Context: an optimization exercise on an open-source flow, tuned for small area, a short achievable clock period and few clock cycles. The choices shown serve that exercise and are no tape-out recipe.
RTL that was checked went through simulation tests only; none was proved equivalent to the original.

## rev 12
==> flow/design.v (excerpt) <==
module epdq_dither #(
    parameter MAX_W = 12
) (
    input  wire        clk,
    input  wire        rst,
    input  wire        start,
    input  wire [1:0]  cfg_op,
    input  wire [2:0]  cfg_mode,
    input  wire [5:0]  cfg_width,
    input  wire [7:0]  cfg_thr_grey,
    input  wire [15:0] cfg_thr3,
    input  wire [15:0] cfg_thr4,
    input  wire [23:0] cfg_margin,
    input  wire [23:0] cfg_color_red,
    input  wire [23:0] cfg_color_yel,
    input  wire        in_valid,
    output reg         in_ready,
    input  wire [7:0]  in_r,
    input  wire [7:0]  in_g,
    input  wire [7:0]  in_b,
    output reg         out_valid,
    input  wire        out_ready,
    output reg  [1:0]  out_sym,
    output reg  [7:0]  out_luma,
    output reg  [23:0] out_q
);
    localparam OP_DGREY  = 2'd1;
    localparam OP_DCOLOR = 2'd2;
    localparam M_BINARY = 3'd0;
    localparam M_BWR    = 3'd1;
    localparam M_BWY    = 3'd2;
    localparam M_BWYR   = 3'd3;
    localparam M_GRAY4  = 3'd4;
    localparam NE = MAX_W - 3;       
    reg [1:0]  op_q;
    reg [2:0]  mode_q;
    reg [3:0]  w_q;
    reg [7:0]  tg_q, l_q, c_q, my_q, mrb_q, mrg_q;
    reg [23:0] col2_q, red_q;
    always @(posedge clk) begin
        op_q   <= cfg_op;
        mode_q <= cfg_mode;
        w_q    <= cfg_width[3:0];
        tg_q   <= cfg_thr_grey;
        l_q    <= (cfg_mode == M_BWYR) ? cfg_thr4[7:0]  : cfg_thr3[7:0];
        c_q    <= (cfg_mode == M_BWYR) ? cfg_thr4[15:8] : cfg_thr3[15:8];
        my_q   <= cfg_margin[7:0];
        mrb_q  <= cfg_margin[15:8];
        mrg_q  <= cfg_margin[23:16];
        col2_q <= (cfg_mode == M_BWR) ? cfg_color_red : cfg_color_yel;
        red_q  <= cfg_color_red;
    end
    wire dgrey = (op_q == OP_DGREY);
    wire dith  = (op_q == OP_DGREY) || (op_q == OP_DCOLOR);
    wire w1    = (w_q == 4'd1);
    wire smw   = (w_q[3:2] == 2'b00);    
    function [23:0] symcol;
        input [1:0]  s;
        input [23:0] c2, c3;
        begin
            case (s)
                2'd0: symcol = 24'h000000;
                2'd1: symcol = 24'hFFFFFF;
                2'd2: symcol = c2;
                default: symcol = c3;
            endcase
        end
    endfunction
    function neg3;
        input [10:0] x, y, z;
        input ci;
        reg [10:0] s, c, t;
        begin
            s = x ^ y ^ z;
  ...
Size in the first run: ~3700 cells after synthesis, about 190 I/O pins.
export LEC_CHECK = 0
export ABC_AREA = 1
export CAP_MARGIN = 40
export CORE_MARGIN = 2
export CORE_UTILIZATION = 50
export CTS_CLUSTER_DIAMETER = 80
export CTS_CLUSTER_SIZE = 30
export PLACE_DENSITY = 0.6
export SLEW_MARGIN = 60
create_clock -name core_clock -period 30.0 [get_ports {clk}]
standard.sh (not shown) runs the stock make flow with config.mk's settings and CLKGATE_MAP_FILE= SYNTH_SCRIPT=/design/flow/synth_recipe.tcl, a recipe that flattens the netlist after the stock synthesis.
==> flow/flow/run.sh <==
#!/bin/bash
# The standard layout, with every port buffered by a buf_2 cell instead of
# the default port buffer. The make output goes to standard.log, each tool's
# own log to orfs/logs/.
set -euo pipefail
export BUFFER_PORTS_ARGS="-buffer_cell sky130_fd_sc_hd__buf_2"
bash standard.sh > standard.log 2>&1
Changes in rev 13 relative to rev 12:
--- a/flow/design.v
+++ b/flow/design.v
@@ -91,47 +91,50 @@
             y = {2'b0, g, 1'b0};
             z = {3'b0, b};
             s = x ^ y ^ z;
             c = {(x[9:0] & y[9:0]) | (x[9:0] & z[9:0]) | (y[9:0] & z[9:0]), 1'b0};
             ltl = neg3(s, c, ~{1'b0, t, 2'b0}, 1'b1);
         end
     endfunction
-    reg v1, vl, v2, sv, bub;
-    wire full = out_valid & sv;
-    wire m2   = v2 & ~full & ~bub;       
+    reg v1, vl, v2, c1, c2, bub;
+    wire m2   = v2 & ~c2 & ~bub;         
     wire s2f  = smw ? ~v2 & ~bub : ~v2 | m2;
     wire ml   = vl & s2f;                
     wire m1   = v1 & (dgrey ? ~vl | ml : s2f);   
     wire ld2  = dgrey ? ml : m1;         
     wire fire = in_valid & in_ready;
     wire pop  = out_valid & out_ready;
     wire v1_n  = fire | (v1 & ~m1);
     wire vl_n  = dgrey & (m1 | (vl & ~ml));
     wire v2_n  = ld2 | (v2 & ~m2);
-    wire ov_n  = (pop | ~out_valid) ? (sv | m2) : 1'b1;
-    wire sv_n  = (pop | ~out_valid) ? (sv & m2) : (sv | m2);
+    wire deq   = c1 & (pop | ~out_valid);    
+    wire ov_n  = (pop | ~out_valid) ? c1 : 1'b1;
+    wire c1_n  = deq ? (c2 | m2) : (c1 | m2);
+    wire c2_n  = deq ? (c2 & m2) : (c2 | (c1 & m2));
     wire bub_n = m2 & smw;
-    wire m2_nn = v2_n & ~(ov_n & sv_n) & ~bub_n;
+    wire m2_nn = v2_n & ~c2_n & ~bub_n;
     wire s2f_n = smw ? ~v2_n & ~bub_n : ~v2_n | m2_nn;
     wire rdy_n = ~v1_n | (dgrey ? ~vl_n | s2f_n : s2f_n);
     always @(posedge clk) begin
         if (rst) begin
             v1        <= 1'b0;
             vl        <= 1'b0;
             v2        <= 1'b0;
             out_valid <= 1'b0;
-            sv        <= 1'b0;
+            c1        <= 1'b0;
+            c2        <= 1'b0;
             bub       <= 1'b0;
             in_ready  <= 1'b1;
         end else begin
             v1        <= v1_n;
             vl        <= vl_n;
             v2        <= v2_n;
             out_valid <= ov_n;
-            sv        <= sv_n;
+            c1        <= c1_n;
+            c2        <= c2_n;
             bub       <= bub_n;
             in_ready  <= rdy_n;
         end
     end
     wire s1_en = ~v1 | m1;
     reg [23:0] s1_px;
     always @(posedge clk)
@@ -316,23 +319,25 @@
                 assign ls_terms[k] = ptr[k] ? st : 27'd0;
             end else begin : g_next
                 assign ls_terms[k] = ls_terms[k - 1] | (ptr[k] ? st : 27'd0);
             end
         end
     endgenerate
     assign ls_out = ls_terms[NE - 1];
-    reg [1:0] sk_sym;
-    reg [7:0] sk_luma;
-    wire [23:0] sk_q = symcol(sk_sym, col2_q, red_q);
-    wire [23:0] r_q  = symcol(rsym, col2_q, red_q);
+    reg [1:0] k1_sym, k2_sym;
+    reg [7:0] k1_luma, k2_luma;
     always @(posedge clk) begin
         if (pop | ~out_valid) begin
-            out_sym  <= sv ? sk_sym : rsym;
-            out_luma <= sv ? sk_luma : rluma;
-            out_q    <= sv ? sk_q : r_q;
+            out_sym  <= k1_sym;
+            out_luma <= k1_luma;
+            out_q    <= symcol(k1_sym, col2_q, red_q);
+        end
+        if (deq | ~c1) begin
+            k1_sym  <= (deq & c2) ? k2_sym : rsym;
+            k1_luma <= (deq & c2) ? k2_luma : rluma;
         end
         if (m2) begin
-            sk_sym  <= rsym;
-            sk_luma <= rluma;
+            k2_sym  <= rsym;
+            k2_luma <= rluma;
         end
     end
 endmodule
Results
Rev 13 vs. rev 12: adder-cell share of the synthesized area barely changed, routed wire length went down, first-pass GRT wire length shrank by about 0.9%.
[compare] base=rev 12 new=rev 13: global-route usage now sits lower, area overhead of the layout relative to synthesis now smaller.
Testbench counts of rev 13, summed over its fixed seeds: cycles 13,142.
Function not checked in rev 12: the RTL went through the layout flow alone.

## afterwards: timing with drivers on the ports
The results above use ideal ports. As a check the final layouts listed here were re-extracted and re-timed, cells and wires unchanged. Step 1, drivers: a clkbuf_16 drives clk and a buf_2 each remaining input, both assumed. Step 2, shift: input delay + t, output delay - t, t = (earliest + latest rising clock arrival at the registers) / 2. This alone moves slack from input paths to output paths. Slacks: ideal / step 1 / step 2; pairs: ideal / step 1.
| run | shift t [ns] | setup WS [ns] | hold slack, ns | worst setup path after step 2 | worst data-port slew with drivers (ns) |
|---|---|---|---|---|---|
| rev 12 | 0.643 | 22.514 / 22.514 / 22.514 | 0.449 / 0.449 / 0.449 | register to register | 0.04 |
| rev 13 | 0.704 | 22.585 / 22.585 / 22.350 | 0.426 / 0.426 / 0.426 | input to register | 0.05 |
After both steps setup and hold are still met in every run listed. The setup slack of rev 13, which loses most, moves by 0.000 ns with the drivers and by -0.235 ns with both steps.
